What follows belongs to an exercise in optimizing a design on an open flow for small area; a production flow would make more cautious choices. Function was checked by simulation only, so behaviour that the tests miss may differ from the original. No activity file was given, so power comes from the tool's default toggle rates.

==> design.v <==
module jbc_cc (
    input  wire        clk,
    input  wire        rst,
    input  wire        ev_valid,
    input  wire [31:0] ev_word,
    output wire        ev_ready,
    output reg         ev_done,
    output wire        heater,
    output reg         adc_start,
    output reg         enc_wr,
    output wire [15:0] enc_wr_val,
    output wire [15:0] rd_data
);
    localparam [1:0]  M_ACTIVE = 2'd0, M_HOLDER = 2'd1, M_REMOVED = 2'd2, M_DISC = 2'd3;
    localparam [1:0]  K_ZCM = 2'd0, K_RFR = 2'd1, K_TICK = 2'd2, K_ACC = 2'd3;
    localparam [19:0] C_LO  = 20'd523466;
    localparam [19:0] K_FLT = 20'd87937;
    localparam [19:0] K_D10 = 20'd3277;
    function gt16;
        input [15:0] a;
        input [15:0] b;
        integer i;
        reg g;
        begin
            g = 1'b0;
            for (i = 0; i < 16; i = i + 1)
                g = (a[i] & ~b[i]) | (~(a[i] ^ b[i]) & g);
            gt16 = g;
        end
    endfunction
    reg  [3:0]  slot;
    reg  [3:0]  dc;              
    reg  [3:0]  dfc;             
    reg         out_en;
    reg  [1:0]  warmup;
    reg  [6:0]  q;               
    reg  [10:0] err0;            
    reg  [7:0]  integ;           
    reg         tip_removed;
    reg         iron_disc;
    reg         iron_holder;
    reg         runaway;
    reg         blink_phase;
    reg  [1:0]  mode_state;
    reg  [8:0]  backup_sp;
    reg         sp_cap;          
    reg         dsp_cap;         
    reg  [2:0]  hold_periods;
    reg  [6:0]  dq;              
    reg  [3:0]  ddc;             
    reg  [15:0] msring [0:1];
    reg         msph;            
    reg  [8:0]  blink_ms;
    reg  [15:0] kring [0:2];
    reg  [1:0]  kph;             
    reg  [5:0]  cnt;
    reg  [1:0]  kind;
    reg         enc_hi;
    reg  [19:0] H;
    reg  [12:0] M;
    wire idle   = (cnt == 6'd0);
    assign ev_ready = idle;
    wire accept = ev_valid & idle & ~rst;
    wire b_zcm  = ~idle & (kind == K_ZCM);
    wire b_rfr  = ~idle & (kind == K_RFR);
    wire b_tick = ~idle & (kind == K_TICK);
    wire b_acc  = ~idle & (kind == K_ACC);
    wire [3:0] op = ev_word[31:28];
    wire is_zcm  = (op == 4'd1) && (ev_word[27:15] == 13'd0);
    wire is_zcd  = (ev_word == 32'h2000_0000);
    wire is_tick = (ev_word == 32'h3000_0000);
    wire is_rfr  = (op == 4'd4) && (ev_word[27:18] == 10'd0);
    wire is_wrg  = (op == 4'd5) && (ev_word[27:20] == 8'd0);
    wire is_rds  = (op == 4'd6) && (ev_word[27:20] == 8'd0) && (ev_word[15:0] == 16'd0);
    wire is_rst  = (ev_word == 32'h7000_0000);
    wire [3:0] ridx = ev_word[19:16];
    wire r_ring  = (ridx[3:2] == 2'b00 & ridx[1:0] != 2'b11) | (ridx[3:1] == 3'b111);
    wire w_multi = is_wrg & r_ring;
    wire a_multi = (is_rds | is_wrg) & r_ring;
    wire [11:0] z_sample = ev_word[11:0];
    wire acq_fail = ~ev_word[12] | gt16({4'd0, z_sample}, 16'd3500);
    wire slot0    = (slot == 4'd0);
    wire z_eval   = is_zcm & slot0 & ~acq_fail;
    wire        r_neg   = ev_word[15];
    wire        r_big   = ~ev_word[15] & gt16({1'b0, ev_word[14:0]}, 16'd4500);
    wire [1:0]  r_mode  = tip_removed ? M_REMOVED :
                          ev_word[17] ? M_DISC    :
                          ev_word[16] ? M_HOLDER  : M_ACTIVE;
    wire        bsp_gt150 = gt16({7'd0, backup_sp}, 16'd150);
    wire        sp_sel    = idle ? ((ridx == 4'd8) & sp_cap) | ((ridx == 4'd10) & dsp_cap) : sp_cap;
    wire [8:0]  sp_val    = (sp_sel & bsp_gt150) ? 9'd150 : backup_sp;
    assign heater     = out_en & ~slot0 & ~gt16({12'd0, slot}, {12'd0, dc});
    assign enc_wr_val = enc_hi ? 16'd4500 : 16'd0;
    assign rd_data    = H[15:0];
    wire [15:0] status = {3'd0, (hold_periods != 3'd0), mode_state, warmup,
                          blink_phase, 1'b0, runaway, iron_holder, iron_disc,
                          tip_removed, out_en, heater};
    wire [6:0] rq   = (idle & ridx[3]) ? dq : q;
    wire [7:0] r5q_hi;
    rca #(.W(8)) u_r5q (.a({1'b0, rq}), .b({3'd0, rq[6:2]}), .ci(1'b0),
                        .s(r5q_hi), .co());
    wire [9:0] r5q = {r5q_hi, rq[1:0]};
    wire [3:0] rdc  = (ridx == 4'd5) ? dc : (ridx == 4'd6) ? dfc : ddc;
    wire [4:0] rx5_hi;
    rca #(.W(5)) u_rx5 (.a({1'b0, rdc}), .b({3'd0, rdc[3:2]}), .ci(1'b0),
                        .s(rx5_hi), .co());
    wire [7:0] rx10 = {rx5_hi[4:0], rdc[1:0], 1'b0};
    reg [12:0] rsel;
    always @(*) begin
        case (ridx)
            4'd3:  rsel = {9'd0, slot};
            4'd4:  rsel = status[12:0];
            4'd5:  rsel = {5'd0, rx10};
            4'd6:  rsel = {5'd0, rx10};
            4'd7:  rsel = {3'd0, r5q};
            4'd11: rsel = {3'd0, r5q};
            4'd12: rsel = {5'd0, rx10};
            4'd13: rsel = {10'd0, hold_periods};
            default: rsel = 13'd0;
        endcase
    end
    wire [10:0] pid_dec;
    assign pid_dec[0] = (cnt == 6'd21) | (cnt == 6'd24) | (cnt == 6'd27) | (cnt == 6'd30) | (cnt == 6'd33) | (cnt == 6'd36) | (cnt == 6'd39) | (cnt == 6'd42) | (cnt == 6'd45) | (cnt == 6'd48) | (cnt == 6'd51) | (cnt == 6'd54);
    assign pid_dec[1] = (cnt == 6'd22) | (cnt == 6'd25) | (cnt == 6'd28) | (cnt == 6'd31) | (cnt == 6'd34) | (cnt == 6'd37) | (cnt == 6'd40) | (cnt == 6'd43) | (cnt == 6'd46) | (cnt == 6'd49) | (cnt == 6'd52) | (cnt == 6'd55);
    assign pid_dec[2] = (cnt == 6'd23) | (cnt == 6'd24) | (cnt == 6'd25) | (cnt == 6'd29) | (cnt == 6'd30) | (cnt == 6'd31) | (cnt == 6'd35) | (cnt == 6'd36) | (cnt == 6'd37) | (cnt == 6'd41) | (cnt == 6'd42) | (cnt == 6'd43) | (cnt == 6'd44) | (cnt == 6'd45) | (cnt == 6'd46) | (cnt == 6'd47) | (cnt == 6'd48) | (cnt == 6'd49) | (cnt == 6'd50) | (cnt == 6'd51) | (cnt == 6'd52) | (cnt == 6'd53) | (cnt == 6'd54) | (cnt == 6'd55);
    assign pid_dec[3] = (cnt == 6'd26) | (cnt == 6'd27) | (cnt == 6'd28) | (cnt == 6'd29) | (cnt == 6'd30) | (cnt == 6'd31) | (cnt == 6'd38) | (cnt == 6'd39) | (cnt == 6'd40) | (cnt == 6'd41) | (cnt == 6'd42) | (cnt == 6'd43) | (cnt == 6'd44) | (cnt == 6'd45) | (cnt == 6'd46) | (cnt == 6'd47) | (cnt == 6'd48) | (cnt == 6'd49) | (cnt == 6'd50) | (cnt == 6'd51) | (cnt == 6'd52) | (cnt == 6'd53) | (cnt == 6'd54) | (cnt == 6'd55);
    assign pid_dec[4] = (cnt == 6'd32) | (cnt == 6'd33) | (cnt == 6'd34) | (cnt == 6'd35) | (cnt == 6'd36) | (cnt == 6'd37) | (cnt == 6'd38) | (cnt == 6'd39) | (cnt == 6'd40) | (cnt == 6'd41) | (cnt == 6'd42) | (cnt == 6'd43) | (cnt == 6'd44) | (cnt == 6'd45) | (cnt == 6'd46) | (cnt == 6'd47) | (cnt == 6'd48) | (cnt == 6'd49) | (cnt == 6'd50) | (cnt == 6'd51) | (cnt == 6'd52) | (cnt == 6'd53) | (cnt == 6'd54) | (cnt == 6'd55);
    assign pid_dec[5] = (cnt == 6'd23) | (cnt == 6'd24) | (cnt == 6'd25) | (cnt == 6'd29) | (cnt == 6'd30) | (cnt == 6'd31) | (cnt == 6'd35) | (cnt == 6'd36) | (cnt == 6'd37) | (cnt == 6'd41) | (cnt == 6'd42) | (cnt == 6'd43) | (cnt == 6'd47) | (cnt == 6'd48) | (cnt == 6'd49);
    assign pid_dec[6] = (cnt == 6'd26) | (cnt == 6'd27) | (cnt == 6'd28) | (cnt == 6'd29) | (cnt == 6'd30) | (cnt == 6'd31) | (cnt == 6'd38) | (cnt == 6'd39) | (cnt == 6'd40) | (cnt == 6'd41) | (cnt == 6'd42) | (cnt == 6'd43) | (cnt == 6'd50) | (cnt == 6'd51) | (cnt == 6'd52) | (cnt == 6'd53) | (cnt == 6'd54) | (cnt == 6'd55);
    assign pid_dec[7] = (cnt == 6'd32) | (cnt == 6'd33) | (cnt == 6'd34) | (cnt == 6'd35) | (cnt == 6'd36) | (cnt == 6'd37) | (cnt == 6'd38) | (cnt == 6'd39) | (cnt == 6'd40) | (cnt == 6'd41) | (cnt == 6'd42) | (cnt == 6'd43);
    assign pid_dec[8] = (cnt == 6'd44) | (cnt == 6'd45) | (cnt == 6'd46) | (cnt == 6'd47) | (cnt == 6'd48) | (cnt == 6'd49) | (cnt == 6'd50) | (cnt == 6'd51) | (cnt == 6'd52) | (cnt == 6'd53) | (cnt == 6'd54) | (cnt == 6'd55);
    assign pid_dec[9] = (cnt == 6'd53) | (cnt == 6'd54) | (cnt == 6'd55);
    assign pid_dec[10] = (cnt == 6'd20) | (cnt == 6'd21) | (cnt == 6'd22) | (cnt == 6'd23) | (cnt == 6'd24) | (cnt == 6'd25) | (cnt == 6'd26) | (cnt == 6'd27) | (cnt == 6'd28) | (cnt == 6'd29) | (cnt == 6'd30) | (cnt == 6'd31) | (cnt == 6'd32) | (cnt == 6'd33) | (cnt == 6'd34) | (cnt == 6'd35) | (cnt == 6'd36) | (cnt == 6'd37) | (cnt == 6'd38) | (cnt == 6'd39) | (cnt == 6'd40) | (cnt == 6'd41) | (cnt == 6'd42) | (cnt == 6'd43) | (cnt == 6'd44) | (cnt == 6'd45) | (cnt == 6'd46) | (cnt == 6'd47) | (cnt == 6'd48) | (cnt == 6'd49) | (cnt == 6'd50) | (cnt == 6'd51) | (cnt == 6'd52) | (cnt == 6'd53) | (cnt == 6'd54) | (cnt == 6'd55);
    wire       p_neg = pid_dec[9];
    wire [3:0] p_ei  = pid_dec[8:5];
    wire [2:0] p_ii  = pid_dec[4:2];
    wire [1:0] p_ts  = pid_dec[1:0];
    wire s_12   = (cnt == 6'd12), s_13 = (cnt == 6'd13), s_14 = (cnt == 6'd14);
    wire s_15   = (cnt == 6'd15), s_16 = (cnt == 6'd16), s_17 = (cnt == 6'd17);
    wire s_18   = (cnt == 6'd18), s_19 = (cnt == 6'd19), s_20 = (cnt == 6'd20);
    wire s_56   = (cnt == 6'd56), s_57 = (cnt == 6'd57), s_58 = (cnt == 6'd58);
    wire s_59   = (cnt == 6'd59);
    wire c_mac  = ((cnt[5:4] == 2'd0) & (cnt[3:2] != 2'b11)) | s_12;    
    wire z_mac  = b_zcm & c_mac;
    wire z_pid  = b_zcm & pid_dec[10];
    wire p_kp = z_pid & (kph == 2'd0);
    wire p_ki = z_pid & (kph == 2'd1);
    wire p_kd = z_pid & (kph == 2'd2);
    wire p_end = z_pid & (p_ts == 2'd2);
    wire [19:0] err0_x = {{9{err0[10]}}, err0};
    wire e_bit = err0[p_ei];
    wire i_bit = integ[p_ii];
    wire m_kp  = p_kp & e_bit;
    wire m_ki  = p_ki & i_bit;
    wire m_kd  = p_kd & M[0];
    wire rd_any = idle & is_rds;
    wire k_clo  = idle & ~is_rds & ~is_rfr & ~is_wrg;
    wire k_word = idle & (is_wrg | (is_rds & r_ring));
    wire k_rsel = rd_any & ~r_ring;
    wire a_isms  = H[19];
    wire a_at0   = a_isms ? (msph == H[16]) : (kph == H[17:16]);
    wire a_at1   = a_isms ? (msph != H[16]) : (kph == (H[17:16] == 2'd0 ? 2'd2 : H[17:16] - 2'd1));
    wire a_rd    = b_acc & (cnt == 6'd1) & a_at0;
    wire a_wr    = b_acc & (cnt == 6'd2) & a_at1;
    wire t_go    = b_tick & (cnt == 6'd1) & ~msph;
    wire k_ms    = t_go | (b_tick & (cnt == 6'd2)) | (a_rd & a_isms);
    wire k_d10  = b_rfr & M[0];
    wire k_flt  = z_mac & M[0];
    wire k_q9   = b_zcm & s_13;
    wire k_sp   = (b_zcm & (s_14 | s_56)) |
                  (rd_any & (ridx[3:2] == 2'b10) & (ridx[1:0] != 2'b11));
    wire k_q5   = b_zcm & s_15;
    wire k_e    = b_zcm & (s_16 | s_18);
    wire k_i    = b_zcm & s_17;
    wire k_e8   = b_zcm & s_57;
    wire k_e2   = b_zcm & s_58;
    wire k_ring = m_kp | m_ki | m_kd | (a_rd & ~a_isms);
    wire [19:0] d_k =
          ({20{k_clo}}  & C_LO)
        | ({20{k_word}} & ev_word[19:0])
        | ({20{k_rsel}} & {7'd0, rsel})
        | ({20{k_ms}}   & {4'd0, msring[0]})
        | ({20{k_d10}}  & K_D10)
        | ({20{k_flt}}  & K_FLT)
        | ({20{k_q9}}   & {4'd0, q, 9'd0})
        | ({20{k_sp}}   & {11'd0, sp_val})
        | ({20{k_q5}}   & {10'd0, r5q})
        | ({20{k_e}}    & err0_x)
        | ({20{k_i}}    & {{12{integ[7]}}, integ})
        | ({20{k_e8}}   & {err0_x[16:0], 3'd0})
        | ({20{k_e2}}   & {err0_x[18:0], 1'd0})
        | ({20{k_ring}} & {4'd0, kring[0]});
    wire d_neg   = (b_zcm & (s_15 | s_16)) | (p_neg & (m_kp | m_ki | m_kd));
    wire d_load  = idle | t_go | (b_tick & (cnt == 6'd2)) | a_rd | (b_zcm & (s_14 | s_17 | s_20 | s_56));
    wire d_shift = b_rfr | z_mac | p_end;
    wire d_cin   = d_neg | t_go | (b_tick & (cnt == 6'd2) & H[16]);
    wire [19:0] k_x  = d_neg ? ~d_k : d_k;
    wire [19:0] h_in = d_load ? 20'd0 : H;
    wire [20:0] sum;
    rca #(.W(21)) u_add (.a({h_in[19], h_in}), .b({k_x[19], k_x}), .ci(d_cin),
                         .s(sum), .co());
    wire [9:0] w = H[17:8];
    reg  [2:0] rem;
    reg  [3:0] t;
    reg  [9:0] wq;
    integer b;
    always @(*) begin
        rem = 3'd0;
        wq  = 10'd0;
        for (b = 9; b >= 0; b = b - 1) begin
            t = {rem, w[b]};
            wq[b] = t[3] | (t[2] & (t[1] | t[0]));           
            case (t)
                4'd5: rem = 3'd0;
                4'd6: rem = 3'd1;
                4'd7: rem = 3'd2;
                4'd8: rem = 3'd3;
                4'd9: rem = 3'd4;
                default: rem = t[2:0];
            endcase
        end
    end
    wire [6:0] q_new;
    rca #(.W(7)) u_qn (.a(wq[6:0]), .b(7'd2), .ci(rem != 3'd0), .s(q_new), .co());
    wire i_hi = ~H[11] & gt16({5'd0, H[10:0]}, 16'd100);
    wire i_lo =  H[11] & ~gt16({5'd0, H[10:0]}, 16'd1947);
    wire [7:0] integ_new = i_hi ? 8'd100 : i_lo ? 8'h9c : H[7:0];
    wire        u_neg  = H[19];
    wire        u_zero = (H == 20'd0) && (M[12:1] == 12'd0);
    wire        u_big  = (H[18:2] != 17'd0) || (H[1] & H[0]);
    wire [15:0] u_lo   = {2'd0, H[1:0], M[12:1]};
    wire [3:0]  u_div  = gt16(u_lo,  16'd9999) ? 4'd10 :
                         gt16(u_lo,  16'd8999) ? 4'd9  :
                         gt16(u_lo,  16'd7999) ? 4'd8  :
                         gt16(u_lo,  16'd6999) ? 4'd7  :
                         gt16(u_lo,  16'd5999) ? 4'd6  :
                         gt16(u_lo,  16'd4999) ? 4'd5  :
                         gt16(u_lo,  16'd3999) ? 4'd4  :
                         gt16(u_lo,  16'd2999) ? 4'd3  :
                         gt16(u_lo,  16'd1999) ? 4'd2  :
                         gt16(u_lo,  16'd999)  ? 4'd1  : 4'd0;
    wire [3:0]  dc_new = (u_neg | u_zero) ? 4'd0 : u_big ? 4'd10 : u_div;
    wire [4:0]  dsum;
    rca #(.W(4)) u_dsum (.a(dc_new), .b(dfc), .ci(1'b0), .s(dsum[3:0]), .co(dsum[4]));
    wire [8:0]  r_raw    = H[10:2];
    wire        r_change = (r_raw != backup_sp);
    wire [5:0] cnt_inc;
    rca #(.W(6)) u_cnt (.a(cnt), .b(6'd0), .ci(1'b1), .s(cnt_inc), .co());
    wire [3:0] slot_inc;
    rca #(.W(4)) u_slot (.a(slot), .b(4'd0), .ci(1'b1), .s(slot_inc), .co());
    wire [8:0] blink_inc;
    rca #(.W(9)) u_blk (.a(blink_ms), .b(9'd0), .ci(1'b1), .s(blink_inc), .co());
    wire last = a_rd | a_wr | (b_tick & (cnt == 6'd3)) | (b_rfr & (cnt == 6'd14)) | (b_zcm & s_59);
    wire stall = (b_acc & ~a_rd & ~a_wr) | (b_tick & (cnt == 6'd1) & msph);
    always @(posedge clk) begin
        H <= d_shift ? sum[20:1] : sum[19:0];
        if (idle)
            M <= is_rfr ? (r_neg ? 13'd0 : r_big ? 13'd4500 : ev_word[12:0]) :
                 {1'b0, z_sample};
        else if (d_shift)
            M <= {sum[0], M[12:1]};
        else if (b_zcm & (s_16 | s_17))
            M <= H[12:0];
        if (idle) begin
            enc_wr    <= is_rfr & (r_neg | r_big);
            enc_hi    <= r_big;
            adc_start <= is_zcm & slot0;
            kind      <= is_rfr  ? K_RFR :
                         is_tick ? K_TICK :
                         a_multi ? K_ACC : K_ZCM;
        end
    end
    wire k_wr  = a_wr & ~a_isms;
    wire ms_wr = (a_wr & a_isms) | (b_tick & ((cnt == 6'd2) | (cnt == 6'd3)));
    wire ring_rst = rst | (accept & is_rst);
    always @(posedge clk) begin
        if (ring_rst) begin
            kring[0] <= 16'd170;
            kring[1] <= 16'd15;
            kring[2] <= 16'd50;
            kph      <= 2'd0;
            msring[0] <= 16'd0;
            msring[1] <= 16'd0;
            msph     <= 1'b0;
        end else begin
            kring[0] <= k_wr ? H[15:0] : kring[1];
            kring[1] <= kring[2];
            kring[2] <= kring[0];
            kph      <= (kph == 2'd2) ? 2'd0 : kph + 2'd1;
            msring[0] <= ms_wr ? H[15:0] : msring[1];
            msring[1] <= msring[0];
            msph     <= ~msph;
        end
    end
    always @(posedge clk) begin
        if (rst || (accept && is_rst)) begin
            ev_done      <= accept & ~rst;
            cnt          <= 6'd0;
            slot         <= 4'd0;
            dc           <= 4'd0;
            dfc          <= 4'd0;
            out_en       <= 1'b0;
            warmup       <= 2'd0;
            q            <= 7'd0;
            err0         <= 11'd0;
            integ        <= 8'd0;
            tip_removed  <= 1'b0;
            iron_disc    <= 1'b0;
            iron_holder  <= 1'b0;
            runaway      <= 1'b0;
            blink_phase  <= 1'b0;
            mode_state   <= M_ACTIVE;
            backup_sp    <= 9'd0;
            sp_cap       <= 1'b0;
            dsp_cap      <= 1'b0;
            hold_periods <= 3'd0;
            dq           <= 7'd0;
            ddc          <= 4'd0;
            blink_ms     <= 9'd0;
        end else if (idle) begin
            ev_done <= accept & ~z_eval & ~is_rfr & ~is_tick & ~a_multi;
            if (accept) begin
                if (is_zcm && slot0) begin
                    iron_disc   <= ev_word[13];
                    iron_holder <= ev_word[14];
                    tip_removed <= acq_fail;
                    if (acq_fail) begin
                        runaway <= 1'b0;
                        out_en  <= 1'b0;
                        dc      <= 4'd0;
                        dfc     <= 4'd0;
                    end else begin
                        cnt <= 6'd1;
                    end
                end
                if (is_zcd)
                    slot <= (slot == 4'd10) ? 4'd0 : slot_inc;
                if (is_tick) begin
                    cnt <= 6'd1;
                    if (blink_ms == 9'd499) begin
                        blink_ms    <= 9'd0;
                        blink_phase <= ~blink_phase;
                        if (hold_periods != 3'd0)
                            hold_periods <= hold_periods - 3'd1;
                    end else begin
                        blink_ms <= blink_inc;
                    end
                end
                if (is_rfr) begin
                    cnt        <= 6'd1;
                    sp_cap     <= ev_word[16];
                    mode_state <= r_mode;
                    dq         <= q;
                    ddc        <= r_mode[1] ? 4'd0 : dfc;
                end
                if (a_multi)
                    cnt <= is_wrg ? 6'd2 : 6'd1;
            end
        end else begin
            cnt     <= last ? 6'd0 : stall ? cnt : cnt_inc;
            ev_done <= last;
            if (b_rfr & last) begin
                backup_sp <= r_raw;
                if (r_change)
                    hold_periods <= 3'd4;
                dsp_cap <= (mode_state == M_HOLDER) && !r_change && (hold_periods == 3'd0);
            end
            if (b_zcm) begin
                if (s_14)
                    q <= q_new;
                if (s_17)
                    err0 <= M[10:0];
                if (s_19)
                    integ <= integ_new;
                if (s_56) begin
                    if (iron_disc) begin
                        dc  <= 4'd0;
                        dfc <= 4'd0;
                    end else begin
                        dc  <= dc_new;
                        dfc <= dsum[4:1];
                    end
                end
                if (s_59) begin
                    runaway <= H[19];
                    if (warmup != 2'd3)
                        warmup <= warmup + 2'd1;
                    out_en <= ~iron_disc & (warmup == 2'd3) & ~H[19];
                end
            end
        end
    end
endmodule
module rca #(parameter W = 8) (
    input  wire [W-1:0] a,
    input  wire [W-1:0] b,
    input  wire         ci,
    output wire [W-1:0] s,
    output wire         co
);
    wire [W:0] c;
    assign c[0] = ci;
    genvar i;
    generate
        for (i = 0; i < W; i = i + 1) begin : g_fa
            assign s[i]   = a[i] ^ b[i] ^ c[i];
            assign c[i+1] = (a[i] & b[i]) | (c[i] & (a[i] ^ b[i]));
        end
    endgenerate
    assign co = c[W];
endmodule
==> run.sh <==
#!/bin/bash
# synth_recipe.tcl (not shown) runs the flow's synth.tcl, then flattens the netlist and writes it again
# the make line also repeats each setting of config.mk as NAME=value (left out here)
make -C /OpenROAD-flow-scripts/flow DESIGN_CONFIG=/design/flow/config.mk WORK_HOME=/design/flow/orfs CLKGATE_MAP_FILE= SYNTH_SCRIPT=/design/flow/synth_recipe.tcl finish
==> config.mk <==
export PLATFORM = sky130hd
export DESIGN_NAME = jbc_cc
export DESIGN_NICKNAME = jbc_cc
export VERILOG_FILES = /design/flow/design.v
export SDC_FILE = /design/flow/constraint.sdc
export NUM_CORES = 4
export LEC_CHECK = 0
export ABC_AREA = 1
export CAP_MARGIN = 20
export CORE_MARGIN = 2
export CORE_UTILIZATION = 40
export SLEW_MARGIN = 20
==> constraint.sdc <==
create_clock -name core_clock -period 48.0 [get_ports {clk}]
set_input_delay 9.6000 -clock core_clock [delete_from_list [all_inputs] [get_ports {clk}]]
set_output_delay 9.6000 -clock core_clock [all_outputs]
set_load 0.01 [all_outputs]
==> impl_results.md <==
- Status: finished clean
- CTS Buffer Depth: 3
- VDD IR max: 112 uV
- Crit path to: H[19]
- Synth Area in Simple Gates: 28.1%
- Leak: 6.25 nW
- Delay-heaviest family, CP: adder cells
- Final number of setup-violating endpoints: 0
- Pwr per Cell Area: 69.6 nW/um^2
- Fin crit share: 42.4%
- Hold Path Origin: kring[2][10]
- Ys flop type: dfxtp_1
- Post-DR wirelength/cell: 19.7 um
- Crit end category: register
- Nets: 2105
- Final core occ: 45.6%
- Share of post-route cells with drive strength above 1: 6.54%
- Mapped Area: 13500 um^2
- Post-route ant nets: 0
- GR Overflow Total: 0
- Synth Area in XOR/XNOR: 0.455%
- Top-Level Pins: 72
- Crit path from: ev_word[8]
- # diodes: 0
- Synth warn: 3
- Detailed Place HPWL: 37900 um
- Cell count after synthesis: 1976
- Vias/cell: 5.40
- Filler cells: 3511
- #FFs+latches synth: 210
- Insertion delay to the later sink of the worst-skew pair: 550 ps
- CTS tree: built
- Clock sink count: 210
- Die area: 35200 um^2
- Slowest cell on crit path: o32ai_1
- Mux share of post-synthesis cell area: 0.0742%
- Max Cap Viol: 0
- Clock Tree Root: clkbuf_16
- Routability cong.: 1.03
- First-pass DRT Iterations: 6
- Die height: 188 um
- Asr flop ratio synth: 0%
- Initial Util: 40.4%
- Row count: 67
- Area delta synth->final: 12.8%
- Worst-path clk slew: 60 ps
- CP Depth: 34
- Resized cells post-CTS: 0
- Setup bufs post-CTS: 0
- EDFF count, synth: 18
- CP peak stage delay: 740 ps
- CTS Buf Count: 25
- Avg Cell Area, Syn: 6.82 um^2
- Post-Route WL: 48500 um
- Largest net degree at the start of global routing: 82
- Setup_tns: 0 ps
- Critical Path Start Type: input port
- Port buffer count: 60
- Dominant cells by area after synthesis: dfxtp_1, nand2_1, inv_1
- RSZ-0062 raised after global routing: no
- Number of H-tree levels: 1
- Die W: 188 um
- Compound-Gate Fraction of Synth Area: 18.6%
- Number of remaining DRC errors: 0
- Core area: 33400 um^2
- Synth cell types: 61
- Routed via count: 13300
- Worst Path Max Fanout: 7
- Initial antenna violation count: 0
- Reg2reg path depth: 43
- Worst r2r dst: H[19]
- R2r setup slk: 35610 ps
- Final hold viol count: 0
- Final Max Slew Viols: 0
- Adder-Cell Fraction of Synth Area: 7.93%
- Number of global-route vias before repair: 12500
- HP Class: register to register
- Initial DRC count: 1289
- Worst slew pin tran: 1130 ps
- Final min period: 20340 ps
- Yosys top cell area share: 28.5%
- Setup CP Type: input port to register
- Worst Clk Skew: 20.5 ps
- R2r startpoint: cnt[0]
- Tot GR Track Use: 27.1%
- Crit-path most repeated cell: fa_1
- Slew headroom: 22.5%
- Post-synthesis sequential area ratio: 32.5%
- Synth area leader: dfxtp_1
- Critical path buffer and inverter count: 4
- Post-CTS Hold Buffers: 0
- CP required: 48420 ps
- Fmax: 49.2 MHz
- Largest family of logic cells by synthesized area: simple AND/OR/NAND/NOR gates
- WP data arrival: 20760 ps
- First-pass GRT wire length: 73400 um
[layout make-up]
class	instances	area, um^2	area share, %
multi-input cells	1368	7510	49.4
clock inverters	7	104	0.683
clock buffers	36	727	4.78
inverters	322	1210	7.96
repair buffers	75	713	4.69
well taps	448	561	3.69
flip-flops and latches	210	4380	28.8
[cell families after synthesis]
kind of cell,after synthesis
AOI/OAI and AO/OA,421
xor gates and xnor gates,7
adders and majority gates,68
buffers and inverters,408
DFF,210
muxes,1
other,1
and+or+nand+nor,860
[metal layers]
layer  track usage (%)  share of wire (%)  vias to the layer above
li1                  -                  -                     6503
met1              35.9                 44                     6258
met2              43.7                 45                      450
met3              4.64                6.7                       96
met4              10.9                4.3                        0
met5                 0                  0                        -
[where the power goes]
part / switching (mW) / internal (mW) / leakage, nW
Sequential: 0.0421 / 0.208 / 1.74
Combinational: 0.405 / 0.211 / 4.10
Clock: 0.0769 / 0.116 / 0.411
Total: 0.524 / 0.535 / 6.25
[cells in the mapped netlist, types with 3 or more instances]
cell and instances:
a31oi_1 9, clkbuf_1 47, ha_1 39, a2111oi_0 11, o221ai_1 7, edfxtp_1 18
o21ai_1 6, o22ai_1 19, nand2_1 386, a221oi_1 3, nor2_1 234, buf_2 6
o31ai_1 3, o32ai_1 3, nand2_2 23, nand3_1 81, fa_1 29, nand4_1 30
dfxtp_1 192, a22oi_1 4, o2111ai_1 10, nor4_1 16, o21bai_1 4, o21ai_0 141
nor2_4 4, nor3_1 40, a32o_1 3, or2_2 13, nand3_2 7, nor2_2 8
xor2_1 7, a211oi_1 29, o211ai_1 23, clkinv_1 7, inv_1 308, inv_2 6
nand2_4 9, buf_4 32, a21oi_1 131, nor3b_1 3
[registers in the layout, summed over array words and instances (netlist names), 3 cells and up]
name          flops
dq                7
ddc               4
slot              4
dc                4
msring           32
cnt               6
backup_sp         9
err0             11
kring            48
integ             8
q                 7
blink_ms          9
H                20
dfc               4
hold_periods      3
M                13
[layout by cell type, fill, tap and decap left out, types with 9 or more instances in the layout]
cell type | Yosys | layout
o21ai_0 | 141 | 141
nand2_4 | 9 | 10
o2111ai_1 | 10 | 10
nand3_1 | 81 | 81
o22ai_1 | 19 | 19
edfxtp_1 | 18 | 18
a31oi_1 | 9 | 9
clkbuf_16 | 0 | 25
or2_2 | 13 | 13
nor3_1 | 40 | 40
conb_1 | 1 | 11
fa_1 | 29 | 29
dfxtp_1 | 192 | 192
a21oi_1 | 131 | 131
a211oi_1 | 29 | 29
o211ai_1 | 23 | 23
nand2_1 | 386 | 385
nand2_2 | 23 | 23
clkdlybuf4s50_1 | 0 | 60
nor4_1 | 16 | 16
nor2_1 | 234 | 233
a2111oi_0 | 11 | 9
buf_4 | 32 | 15
inv_1 | 308 | 308
nand4_1 | 30 | 30
nor2_2 | 8 | 9
ha_1 | 39 | 39
[worst register-to-register path, delay by kind of cell (launching register included)]
family | cells | cell delay [ps]
buf+inv | 10 | 1870
simple gates | 8 | 1590
compound gates | 4 | 410
flops | 1 | 380
fa+ha+maj | 21 | 8050
[metrics by stage]
| step | std cells | power, mW | instance area, um^2 | hold WS [ps] | worst slack, ps |
|---|---|---|---|---|---|
| after floorplan | 1986 | 0.685 | 13500 | 393 | 28770 |
| after global placement | 2423 | 0.855 | 14400 | 395 | 27390 |
| after detailed placement | 2423 | 0.863 | 14400 | 398 | 27260 |
| after CTS | 2466 | 1.06 | 15200 | 409 | 27830 |
| after global routing | 2466 | 1.15 | 15200 | 423 | 27340 |
| final | 2466 | 1.06 | 15200 | 407 | 27660 |
[worst min-delay path by stage]
stage,endpoint,slack [ps],cells after the start
floorplan,kring[1][0],390,1
global placement,kring[1][2],400,1
detailed placement,kring[1][2],400,1
CTS,kring[1][12],410,2
global route,kring[1][0],420,1
finish,kring[1][10],410,2

-- re-timing with driven ports --
How much do the figures lean on ideal ports? The routed layout below was timed once more, with nothing changed but the port constraints.
Step 1, drivers: a clkbuf_16 drives clk and a buf_2 each remaining input, both assumed.
Step 2 also shifts input and output timing later by t, the mid clock arrival at the registers, as if the neighbouring blocks saw the same clock.
Slacks: no drivers / after step 1 / after step 2; pairs: no drivers / after step 1.
t, ns: 0.590
slack for setup (ns): 27.660 / 27.691 / 27.101
slew at the worst register clock pin (ns): 0.07 / 0.07
After both steps this run still meets setup and hold. The setup slack of this run moves by +0.031 ns with the drivers and by -0.559 ns with both steps.
